Context: an optimization exercise on an open-source flow, tuned for small area, a short achievable clock period and few clock cycles. The choices shown serve that exercise and are no tape-out recipe. Only simulation tests tie the RTL to the original design; equivalence was not proved.

==> 11-15: inputs <==
// ds32_arith
module ds32_arith (
    input  wire        clk,
    input  wire        rst,
    input  wire        in_valid,
    output wire        in_ready,
    input  wire [1:0]  op,         
    input  wire [31:0] a,
    input  wire [31:0] b,
    output reg         out_valid,
    output reg  [31:0] result
);
    localparam OP_ADD = 2'd0, OP_SUB = 2'd1, OP_MUL = 2'd2, OP_DIV = 2'd3;
    localparam U_ADD = 2'd0, U_MUL = 2'd1, U_DIV = 2'd2;
    localparam M_IDLE = 3'd0, M_A = 3'd1, M_1 = 3'd2, M_S = 3'd3, M_F = 3'd4, M_PASS = 3'd5;
    localparam D_IDLE = 3'd0, D_PRE = 3'd1, D_PR2 = 3'd2, D_MUL = 3'd3, D_DIV = 3'd4, D_PASS = 3'd5;
    localparam [30:0] INF_MAG = 31'h7F800000;
    reg              v0;
    reg [1:0]        op0;
    reg              sa, sb;
    reg [26:0]       ma, mb;
    reg signed [8:0] ea, eb;
    reg [23:0]       ta, tb;
    reg              rba, rbb;
    reg [1:0]        rq0, rq1, rq2, rq3;
    reg [2:0]        rq_n;
    reg              ab;          
    reg              as1, as2;    
    reg              ag;          
    reg signed [9:0] ae;
    reg [30:0]       am1;         
  ...
==> flow/config.mk <==
export PLATFORM = sky130hd
export DESIGN_NAME = ds32_arith
export DESIGN_NICKNAME = ds32_arith
export VERILOG_FILES = /design/flow/design.v
export SDC_FILE = /design/flow/constraint.sdc
export NUM_CORES = 4
export LEC_CHECK = 0
export ABC_AREA = 1
export ABC_CLOCK_PERIOD_IN_PS = 5000
export CAP_MARGIN = 20
export CORE_MARGIN = 2
export CORE_UTILIZATION = 40
export SLEW_MARGIN = 20
==> flow/constraint.sdc <==
create_clock -name core_clock -period 26.0 [get_ports {clk}]
set_input_delay 5.2000 -clock core_clock [delete_from_list [all_inputs] [get_ports {clk}]]
set_output_delay 5.2000 -clock core_clock [all_outputs]
set_load 0.01 [all_outputs]
run.sh (not shown) runs the stock make flow with config.mk's settings and CLKGATE_MAP_FILE= SYNTH_SCRIPT=/design/flow/synth_recipe.tcl, a recipe that flattens the netlist after the stock synthesis.
==> 05-17: changes against 11-15 <==
--- a/flow/design.v
+++ b/flow/design.v
@@ -18,17 +18,24 @@
     wire [4:0]  s01 = xp[3:0]   + xp[7:4];
     wire [4:0]  s23 = xp[11:8]  + xp[15:12];
     wire [4:0]  s45 = xp[19:16] + xp[23:20];
     wire [4:0]  s67 = xp[27:24] + xp[31:28];
     wire [5:0]  s03 = s01 + s23;
     wire [5:0]  s47 = s45 + s67;
     wire [6:0]  s   = s03 + s47;
+    wire [4:0]  s2 = {2'b00, s[6:4]} + {1'b0, s[3:0]};    
     reg  [2:0]  r5;
     always @* begin
-        r5 = s % 5;
+        case (s2)
+            5'd0, 5'd5, 5'd10, 5'd15, 5'd20: r5 = 3'd0;
+            5'd1, 5'd6, 5'd11, 5'd16, 5'd21: r5 = 3'd1;
+            5'd2, 5'd7, 5'd12, 5'd17:        r5 = 3'd2;
+            5'd3, 5'd8, 5'd13, 5'd18:        r5 = 3'd3;
+            default:                         r5 = 3'd4;
+        endcase
         r  = (r5[0] == x[0]) ? {1'b0, r5} : {1'b0, r5} + 4'd5;
     end
 endmodule
 module ds32_decode (
     input  wire [31:0]       w,
     output wire              s,
     output reg  [26:0]       m,
@@ -87,15 +94,19 @@
     output reg  [31:0] result
 );
     localparam OP_ADD = 2'd0, OP_SUB = 2'd1, OP_MUL = 2'd2, OP_DIV = 2'd3;
     localparam U_ADD = 2'd0, U_MUL = 2'd1, U_DIV = 2'd2;
     localparam M_IDLE = 3'd0, M_A = 3'd1, M_1 = 3'd2, M_S = 3'd3, M_F = 3'd4, M_PASS = 3'd5;
     localparam D_IDLE = 3'd0, D_PRE = 3'd1, D_PR2 = 3'd2, D_MUL = 3'd3, D_DIV = 3'd4, D_PASS = 3'd5;
     localparam [30:0] INF_MAG = 31'h7F800000;
+    reg              v1;
+    reg [1:0]        op1;
+    reg [31:0]       a1, b1;
     reg              v0;
+    reg [3:0]        d0;          
     reg [1:0]        op0;
     reg              sa, sb;
     reg [26:0]       ma, mb;
     reg signed [8:0] ea, eb;
     reg [23:0]       ta, tb;
     reg              rba, rbb;
     reg [1:0]        rq0, rq1, rq2, rq3;
@@ -127,32 +138,36 @@
     reg [28:0]       dz3;         
     reg [29:0]       dz5;         
     reg [29:0]       dz7;         
     reg [30:0]       dz9;         
     reg [30:0]       dv;          
     reg [30:0]       dq;          
     reg [3:0]        dcnt;
+    reg              dskip;       
     reg              n_valid;
     reg              ns_r;
     reg              ninf_r;
     reg signed [9:0] ne_r;
     reg [30:0]       nm_r;
     reg              f_valid;
     reg              fs_r, finf_r, fzero_r;
     reg signed [9:0] fe_r;
     reg [26:0]       fm_r;
     reg [23:0]       fq_r;
-    wire [31:0]       b_in = (op == OP_SUB) ? {~b[31], b[30:0]} : b;
     wire              sa_i, sb_i;
     wire [26:0]       ma_i, mb_i;
     wire signed [8:0] ea_i, eb_i;
     wire [23:0]       ta_i, tb_i;
     wire              rba_i, rbb_i;
-    ds32_decode u_da (.w(a),    .s(sa_i), .m(ma_i), .e(ea_i), .tm(ta_i), .rb(rba_i));
-    ds32_decode u_db (.w(b_in), .s(sb_i), .m(mb_i), .e(eb_i), .tm(tb_i), .rb(rbb_i));
+    ds32_decode u_da (.w(a1), .s(sa_i), .m(ma_i), .e(ea_i), .tm(ta_i), .rb(rba_i));
+    ds32_decode u_db (.w(b1), .s(sb_i), .m(mb_i), .e(eb_i), .tm(tb_i), .rb(rbb_i));
+    wire [3:0]        fa_d, fb_d;
+    ds32_mod10 #(.W(25)) u_fad (.x(a1[24:0]), .r(fa_d));
+    ds32_mod10 #(.W(25)) u_fbd (.x(b1[24:0]), .r(fb_d));
+    wire [3:0]        d0_i = (rbb_i | ~rba_i) ? fb_d : fa_d;
     wire              swap   = (eb > ea);
     wire              s1     = swap ? sb : sa;
     wire              s2     = swap ? sa : sb;
     wire [26:0]       m1     = swap ? mb : ma;
     wire [26:0]       m2     = swap ? ma : mb;
     wire signed [9:0] e1     = swap ? eb : ea;
     wire signed [9:0] e2     = swap ? ea : eb;
@@ -197,17 +212,17 @@
         end
     end
     wire        m_ld  = (mst == M_IDLE) || (mst == M_F) || (mst == M_PASS);
     wire [26:0] my_in = m_ld ? mul_y : my;
     wire [26:0] my_q;
     ds32_div10 #(.W(27)) u_mydiv (.x(my_in), .q(my_q));
     wire [3:0]  my_d;
-    ds32_mod10 #(.W(27)) u_myd (.x(my_in), .r(my_d));
+    ds32_mod10 #(.W(27)) u_myd (.x(my), .r(my_d));
     wire [26:0] mx_in  = m_ld ? mul_x : mx;
-    wire [3:0]  mdgc   = (!m_ld && mcnt == 4'd1) ? my[3:0] : my_d;
+    wire [3:0]  mdgc   = m_ld ? d0 : (mcnt == 4'd1) ? my[3:0] : my_d;
     wire [30:0] x_dg   = (mdgc[3] ? {1'b0, mx_in, 3'b000} : (mdgc[2] ? {2'b0, mx_in, 2'b00} : 31'd0))
                        + (mdgc[1] ? {3'b0, mx_in, 1'b0} : 31'd0)
                        + (mdgc[0] ? {4'b0, mx_in} : 31'd0);
     wire [30:0] m_acc  = mm + mpd;
     wire [30:0] m_q;
     ds32_div10 #(.W(31)) u_mdiv (.x(m_acc), .q(m_q));
     wire [31:0] vv  = {1'b0, dv};
@@ -264,50 +279,53 @@
         end else begin
             enc_word = {fs_r, ~fe_r[9], u_q3, (u_r3 == 2'd2 ? 25'd20000000 : u_r3 == 2'd1 ? 25'd10000000 : 25'd0) + {1'b0, fq_r}};
         end
     end
     wire overflow = (fe_r > 10'sd47) || (fe_r == 10'sd47 && fm_r > 27'd50000000);
     wire a_fin  = ab && (acnt == 4'd0) && !ag;
     wire m_fin  = (mst == M_F) || (mst == M_PASS);
-    wire d_fin  = (dst == D_DIV && dcnt == 4'd1) || (dst == D_PASS);
+    wire d_fin  = (dst == D_DIV && (dcnt == 4'd1 || (dcnt == 4'd2 && dskip))) || (dst == D_PASS);
+    wire d_keep = (de >= -10'sd6 && de <= 10'sd5) || (de == 10'sd47);
     wire n_free = !n_valid || n_done;
     wire h_rdy  = (rq_n != 3'd0) &&
                   ((rq0 == U_ADD) ? (bv || a_fin) : (rq0 == U_MUL) ? m_fin : d_fin);
     wire hand   = h_rdy && n_free;
     wire a_hand = hand && (rq0 == U_ADD);
     wire m_hand = hand && (rq0 == U_MUL);
     wire d_hand = hand && (rq0 == U_DIV);
     reg [30:0]       h_m;
     reg              h_s, h_inf;
     reg signed [9:0] h_e;
     always @* begin
         case (rq0)
             U_ADD:   begin h_m = bv ? bm : add_m; h_s = bv ? bs : add_sg; h_e = bv ? be : ae; h_inf = 1'b0; end
             U_MUL:   begin h_m = (mst == M_PASS) ? 31'd0 : m_acc; h_s = ms; h_e = me; h_inf = (mst == M_PASS) && minf; end
-            default: begin h_m = (dst == D_PASS) ? 31'd0 : q_fin; h_s = ds; h_e = de; h_inf = (dst == D_PASS) && dinf; end
+            default: begin h_m = (dst == D_PASS) ? 31'd0 : q_fin; h_s = ds; h_e = (dcnt == 4'd2) ? de + 10'sd1 : de; h_inf = (dst == D_PASS) && dinf; end
         endcase
     end
     wire a_hand_u = a_hand && !bv;
     wire a_park   = a_fin && !a_hand_u && (!bv || a_hand);
     wire a_free   = !ab || a_hand_u || a_park;
     wire m_free = (mst == M_IDLE) || m_hand;
     wire d_free = (dst == D_IDLE) || d_hand;
     wire is_add = !op0[1];
     wire is_mul = (op0 == OP_MUL);
     wire is_div = (op0 == OP_DIV);
     wire disp   = v0 && (is_add ? a_free : is_mul ? m_free : d_free);
     wire a_go   = disp && is_add;
     wire m_go   = disp && is_mul;
     wire d_go   = disp && is_div;
-    assign in_ready = !v0 || disp;
+    wire mv     = v1 && (!v0 || disp);      
+    assign in_ready = !v1 || mv;
     wire take   = in_ready && in_valid;
     wire [1:0] u_id = is_add ? U_ADD : is_mul ? U_MUL : U_DIV;
     always @(posedge clk) begin
         if (rst) begin
             v0        <= 1'b0;
+            v1        <= 1'b0;
             rq_n      <= 3'd0;
             ab        <= 1'b0;
             bv        <= 1'b0;
             mst       <= M_IDLE;
             dst       <= D_IDLE;
             n_valid   <= 1'b0;
             f_valid   <= 1'b0;
@@ -340,21 +358,26 @@
                     ne_r <= ne_r + 10'sd1;
                 end else begin
                     nm_r <= nm10;
                     ne_r <= ne_r - 10'sd1;
                 end
             end
             if (take) begin
-                v0  <= 1'b1;
-                op0 <= op;
+                op1 <= op;
+                a1  <= a;
+                b1  <= (op == OP_SUB) ? {~b[31], b[30:0]} : b;
+            end
+            v1 <= take || (v1 && !mv);
+            if (mv) begin
+                op0 <= op1;
+                d0  <= d0_i;
                 sa  <= sa_i;  ma <= ma_i;  ea <= ea_i;  ta <= ta_i;  rba <= rba_i;
                 sb  <= sb_i;  mb <= mb_i;  eb <= eb_i;  tb <= tb_i;  rbb <= rbb_i;
-            end else if (disp) begin
-                v0  <= 1'b0;
             end
+            v0 <= mv || (v0 && !disp);
             if (disp && hand) begin
                 case (rq_n)
                     3'd1:    rq0 <= u_id;
                     3'd2:    begin rq0 <= rq1; rq1 <= u_id; end
                     3'd3:    begin rq0 <= rq1; rq1 <= rq2; rq2 <= u_id; end
                     default: begin rq0 <= rq1; rq1 <= rq2; rq2 <= rq3; rq3 <= u_id; end
                 endcase
@@ -469,15 +492,17 @@
                     dz3 <= zs3;
                     dz5 <= zs5;
                     dz7 <= zs7;
                     dz9 <= zs9;
                     dst <= D_DIV;
                 end
                 D_DIV: begin
-                    if (dcnt != 4'd1) begin
+                    if (dcnt == 4'd8)
+                        dskip <= (dd != 4'd0) && !d_keep;
+                    if (dcnt != 4'd1 && !(dcnt == 4'd2 && dskip)) begin
                         dv   <= dv_n;
                         dq   <= q_fin;
                         dcnt <= dcnt - 4'd1;
                     end
                 end
                 default: ;
                 endcase
CORE_UTILIZATION = 55   (was 40)
==> 06-08: changes against 11-15 <==
--- a/flow/design.v
+++ b/flow/design.v
@@ -18,17 +18,24 @@
     wire [4:0]  s01 = xp[3:0]   + xp[7:4];
     wire [4:0]  s23 = xp[11:8]  + xp[15:12];
     wire [4:0]  s45 = xp[19:16] + xp[23:20];
     wire [4:0]  s67 = xp[27:24] + xp[31:28];
     wire [5:0]  s03 = s01 + s23;
     wire [5:0]  s47 = s45 + s67;
     wire [6:0]  s   = s03 + s47;
+    wire [4:0]  s2 = {2'b00, s[6:4]} + {1'b0, s[3:0]};    
     reg  [2:0]  r5;
     always @* begin
-        r5 = s % 5;
+        case (s2)
+            5'd0, 5'd5, 5'd10, 5'd15, 5'd20: r5 = 3'd0;
+            5'd1, 5'd6, 5'd11, 5'd16, 5'd21: r5 = 3'd1;
+            5'd2, 5'd7, 5'd12, 5'd17:        r5 = 3'd2;
+            5'd3, 5'd8, 5'd13, 5'd18:        r5 = 3'd3;
+            default:                         r5 = 3'd4;
+        endcase
         r  = (r5[0] == x[0]) ? {1'b0, r5} : {1'b0, r5} + 4'd5;
     end
 endmodule
 module ds32_decode (
     input  wire [31:0]       w,
     output wire              s,
     output reg  [26:0]       m,
@@ -87,15 +94,19 @@
     output reg  [31:0] result
 );
     localparam OP_ADD = 2'd0, OP_SUB = 2'd1, OP_MUL = 2'd2, OP_DIV = 2'd3;
     localparam U_ADD = 2'd0, U_MUL = 2'd1, U_DIV = 2'd2;
     localparam M_IDLE = 3'd0, M_A = 3'd1, M_1 = 3'd2, M_S = 3'd3, M_F = 3'd4, M_PASS = 3'd5;
     localparam D_IDLE = 3'd0, D_PRE = 3'd1, D_PR2 = 3'd2, D_MUL = 3'd3, D_DIV = 3'd4, D_PASS = 3'd5;
     localparam [30:0] INF_MAG = 31'h7F800000;
+    reg              v1;
+    reg [1:0]        op1;
+    reg [31:0]       a1, b1;
     reg              v0;
+    reg [3:0]        d0;          
     reg [1:0]        op0;
     reg              sa, sb;
     reg [26:0]       ma, mb;
     reg signed [8:0] ea, eb;
     reg [23:0]       ta, tb;
     reg              rba, rbb;
     reg [1:0]        rq0, rq1, rq2, rq3;
@@ -127,32 +138,36 @@
     reg [28:0]       dz3;         
     reg [29:0]       dz5;         
     reg [29:0]       dz7;         
     reg [30:0]       dz9;         
     reg [30:0]       dv;          
     reg [30:0]       dq;          
     reg [3:0]        dcnt;
+    reg              dskip;       
     reg              n_valid;
     reg              ns_r;
     reg              ninf_r;
     reg signed [9:0] ne_r;
     reg [30:0]       nm_r;
     reg              f_valid;
     reg              fs_r, finf_r, fzero_r;
     reg signed [9:0] fe_r;
     reg [26:0]       fm_r;
     reg [23:0]       fq_r;
-    wire [31:0]       b_in = (op == OP_SUB) ? {~b[31], b[30:0]} : b;
     wire              sa_i, sb_i;
     wire [26:0]       ma_i, mb_i;
     wire signed [8:0] ea_i, eb_i;
     wire [23:0]       ta_i, tb_i;
     wire              rba_i, rbb_i;
-    ds32_decode u_da (.w(a),    .s(sa_i), .m(ma_i), .e(ea_i), .tm(ta_i), .rb(rba_i));
-    ds32_decode u_db (.w(b_in), .s(sb_i), .m(mb_i), .e(eb_i), .tm(tb_i), .rb(rbb_i));
+    ds32_decode u_da (.w(a1), .s(sa_i), .m(ma_i), .e(ea_i), .tm(ta_i), .rb(rba_i));
+    ds32_decode u_db (.w(b1), .s(sb_i), .m(mb_i), .e(eb_i), .tm(tb_i), .rb(rbb_i));
+    wire [3:0]        fa_d, fb_d;
+    ds32_mod10 #(.W(25)) u_fad (.x(a1[24:0]), .r(fa_d));
+    ds32_mod10 #(.W(25)) u_fbd (.x(b1[24:0]), .r(fb_d));
+    wire [3:0]        d0_i = (rbb_i | ~rba_i) ? fb_d : fa_d;
     wire              swap   = (eb > ea);
     wire              s1     = swap ? sb : sa;
     wire              s2     = swap ? sa : sb;
     wire [26:0]       m1     = swap ? mb : ma;
     wire [26:0]       m2     = swap ? ma : mb;
     wire signed [9:0] e1     = swap ? eb : ea;
     wire signed [9:0] e2     = swap ? ea : eb;
@@ -197,17 +212,17 @@
         end
     end
     wire        m_ld  = (mst == M_IDLE) || (mst == M_F) || (mst == M_PASS);
     wire [26:0] my_in = m_ld ? mul_y : my;
     wire [26:0] my_q;
     ds32_div10 #(.W(27)) u_mydiv (.x(my_in), .q(my_q));
     wire [3:0]  my_d;
-    ds32_mod10 #(.W(27)) u_myd (.x(my_in), .r(my_d));
+    ds32_mod10 #(.W(27)) u_myd (.x(my), .r(my_d));
     wire [26:0] mx_in  = m_ld ? mul_x : mx;
-    wire [3:0]  mdgc   = (!m_ld && mcnt == 4'd1) ? my[3:0] : my_d;
+    wire [3:0]  mdgc   = m_ld ? d0 : (mcnt == 4'd1) ? my[3:0] : my_d;
     wire [30:0] x_dg   = (mdgc[3] ? {1'b0, mx_in, 3'b000} : (mdgc[2] ? {2'b0, mx_in, 2'b00} : 31'd0))
                        + (mdgc[1] ? {3'b0, mx_in, 1'b0} : 31'd0)
                        + (mdgc[0] ? {4'b0, mx_in} : 31'd0);
     wire [30:0] m_acc  = mm + mpd;
     wire [30:0] m_q;
     ds32_div10 #(.W(31)) u_mdiv (.x(m_acc), .q(m_q));
     wire [31:0] vv  = {1'b0, dv};
@@ -264,50 +279,53 @@
         end else begin
             enc_word = {fs_r, ~fe_r[9], u_q3, (u_r3 == 2'd2 ? 25'd20000000 : u_r3 == 2'd1 ? 25'd10000000 : 25'd0) + {1'b0, fq_r}};
         end
     end
     wire overflow = (fe_r > 10'sd47) || (fe_r == 10'sd47 && fm_r > 27'd50000000);
     wire a_fin  = ab && (acnt == 4'd0) && !ag;
     wire m_fin  = (mst == M_F) || (mst == M_PASS);
-    wire d_fin  = (dst == D_DIV && dcnt == 4'd1) || (dst == D_PASS);
+    wire d_fin  = (dst == D_DIV && (dcnt == 4'd1 || (dcnt == 4'd2 && dskip))) || (dst == D_PASS);
+    wire d_keep = (de >= -10'sd6 && de <= 10'sd5) || (de == 10'sd47);
     wire n_free = !n_valid || n_done;
     wire h_rdy  = (rq_n != 3'd0) &&
                   ((rq0 == U_ADD) ? (bv || a_fin) : (rq0 == U_MUL) ? m_fin : d_fin);
     wire hand   = h_rdy && n_free;
     wire a_hand = hand && (rq0 == U_ADD);
     wire m_hand = hand && (rq0 == U_MUL);
     wire d_hand = hand && (rq0 == U_DIV);
     reg [30:0]       h_m;
     reg              h_s, h_inf;
     reg signed [9:0] h_e;
     always @* begin
         case (rq0)
             U_ADD:   begin h_m = bv ? bm : add_m; h_s = bv ? bs : add_sg; h_e = bv ? be : ae; h_inf = 1'b0; end
             U_MUL:   begin h_m = (mst == M_PASS) ? 31'd0 : m_acc; h_s = ms; h_e = me; h_inf = (mst == M_PASS) && minf; end
-            default: begin h_m = (dst == D_PASS) ? 31'd0 : q_fin; h_s = ds; h_e = de; h_inf = (dst == D_PASS) && dinf; end
+            default: begin h_m = (dst == D_PASS) ? 31'd0 : q_fin; h_s = ds; h_e = (dcnt == 4'd2) ? de + 10'sd1 : de; h_inf = (dst == D_PASS) && dinf; end
         endcase
     end
     wire a_hand_u = a_hand && !bv;
     wire a_park   = a_fin && !a_hand_u && (!bv || a_hand);
     wire a_free   = !ab || a_hand_u || a_park;
     wire m_free = (mst == M_IDLE) || m_hand;
     wire d_free = (dst == D_IDLE) || d_hand;
     wire is_add = !op0[1];
     wire is_mul = (op0 == OP_MUL);
     wire is_div = (op0 == OP_DIV);
     wire disp   = v0 && (is_add ? a_free : is_mul ? m_free : d_free);
     wire a_go   = disp && is_add;
     wire m_go   = disp && is_mul;
     wire d_go   = disp && is_div;
-    assign in_ready = !v0 || disp;
+    wire mv     = v1 && (!v0 || disp);      
+    assign in_ready = !v1 || mv;
     wire take   = in_ready && in_valid;
     wire [1:0] u_id = is_add ? U_ADD : is_mul ? U_MUL : U_DIV;
     always @(posedge clk) begin
         if (rst) begin
             v0        <= 1'b0;
+            v1        <= 1'b0;
             rq_n      <= 3'd0;
             ab        <= 1'b0;
             bv        <= 1'b0;
             mst       <= M_IDLE;
             dst       <= D_IDLE;
             n_valid   <= 1'b0;
             f_valid   <= 1'b0;
@@ -340,21 +358,26 @@
                     ne_r <= ne_r + 10'sd1;
                 end else begin
                     nm_r <= nm10;
                     ne_r <= ne_r - 10'sd1;
                 end
             end
             if (take) begin
-                v0  <= 1'b1;
-                op0 <= op;
+                op1 <= op;
+                a1  <= a;
+                b1  <= (op == OP_SUB) ? {~b[31], b[30:0]} : b;
+            end
+            v1 <= take || (v1 && !mv);
+            if (mv) begin
+                op0 <= op1;
+                d0  <= d0_i;
                 sa  <= sa_i;  ma <= ma_i;  ea <= ea_i;  ta <= ta_i;  rba <= rba_i;
                 sb  <= sb_i;  mb <= mb_i;  eb <= eb_i;  tb <= tb_i;  rbb <= rbb_i;
-            end else if (disp) begin
-                v0  <= 1'b0;
             end
+            v0 <= mv || (v0 && !disp);
             if (disp && hand) begin
                 case (rq_n)
                     3'd1:    rq0 <= u_id;
                     3'd2:    begin rq0 <= rq1; rq1 <= u_id; end
                     3'd3:    begin rq0 <= rq1; rq1 <= rq2; rq2 <= u_id; end
                     default: begin rq0 <= rq1; rq1 <= rq2; rq2 <= rq3; rq3 <= u_id; end
                 endcase
@@ -469,15 +492,17 @@
                     dz3 <= zs3;
                     dz5 <= zs5;
                     dz7 <= zs7;
                     dz9 <= zs9;
                     dst <= D_DIV;
                 end
                 D_DIV: begin
-                    if (dcnt != 4'd1) begin
+                    if (dcnt == 4'd8)
+                        dskip <= (dd != 4'd0) && !d_keep;
+                    if (dcnt != 4'd1 && !(dcnt == 4'd2 && dskip)) begin
                         dv   <= dv_n;
                         dq   <= q_fin;
                         dcnt <= dcnt - 4'd1;
                     end
                 end
                 default: ;
                 endcase
CORE_UTILIZATION = 70   (was 40)
==> comparison table <==
item                                                                         11-15           06-08           05-17
Worst path setup slack after routing                                      9.338 ns        13.46 ns        13.74 ns
Most prevalent standard cell on the critical path                            inv_1         nand2_2         nand2_2
Measured slew at the worst slew-check pin                                 1.128 ns        1.284 ns        1.246 ns
Mapped Avg Cell Area                                                   7.418 sq um     7.683 sq um     7.683 sq um
Buffers and inverters on the worst path                                         17               6              12
Source-to-sink clock delay at the later pin of the worst-skew pair         0.75 ns         0.75 ns         0.76 ns
Run status                                                          finished clean  finished clean  finished clean
Netlist cell types                                                              85             101             101
Post-synthesis instance area                                           81890 sq um     86790 sq um     86790 sq um
Sequential area share after synthesis                                       27.32%          28.19%          28.19%
Vert. Die Dim                                                             456.5 um        356.1 um        401.2 um
Launching element of the worst setup path                                   mst[1]          mpd[0]           mm[0]
Diodes inserted                                                                  4              10               9
Number of flip-flops and latches                                               750             820             820
Post-DP Area                                                           86090 sq um     89630 sq um     90290 sq um
Filler cells                                                                 20460            9312           14330
Fraction of synthesized cell area in xor and xnor cells                     6.766%          6.225%          6.225%
Total of plain and repair buffers excluding clock buffers                      205             207             224
Worst-case hold slack                                                    0.4197 ns       0.4437 ns       0.4620 ns
Post-synthesis instance total                                                11040           11300           11300
Testbench counts of 11-15, summed over its fixed seeds: cycles 51,729.
Testbench counts of 05-17, summed over its fixed seeds: cycles 50,776.
Testbench counts of 06-08, summed over its fixed seeds: cycles 50,776.

-- port drivers added, routing unchanged --
No port has a modelled driver above. Below, the same layouts with a new extraction and two added sets of constraints. Step 1, drivers: a clkbuf_16 drives clk and a buf_2 each remaining input, both assumed. Step 2 adds t to the input delays and takes it off the output delays; t is the mean of the earliest and latest rising clock arrival at the registers after step 1. Input paths then give back, and output paths get back, about the clock's delay inside the block. a / b / c = ideal / step 1 / step 2; a / b = the first two.
| run | t (ns) | setup slack, ns | hold slack, ns | worst setup path after step 2 | pins driven straight from the clock port |
|---|---|---|---|---|---|
| 11-15 | 0.820 | 9.338 / 9.338 / 9.338 | 0.420 / 0.420 / 0.420 | register to register | 1 |
| 05-17 | 0.833 | 13.741 / 13.710 / 13.741 | 0.462 / 0.462 / 0.462 | register to register | 1 |
| 06-08 | 0.819 | 13.464 / 13.464 / 13.464 | 0.444 / 0.444 / 0.444 | register to register | 1 |
After both steps every run listed still meets setup and hold.
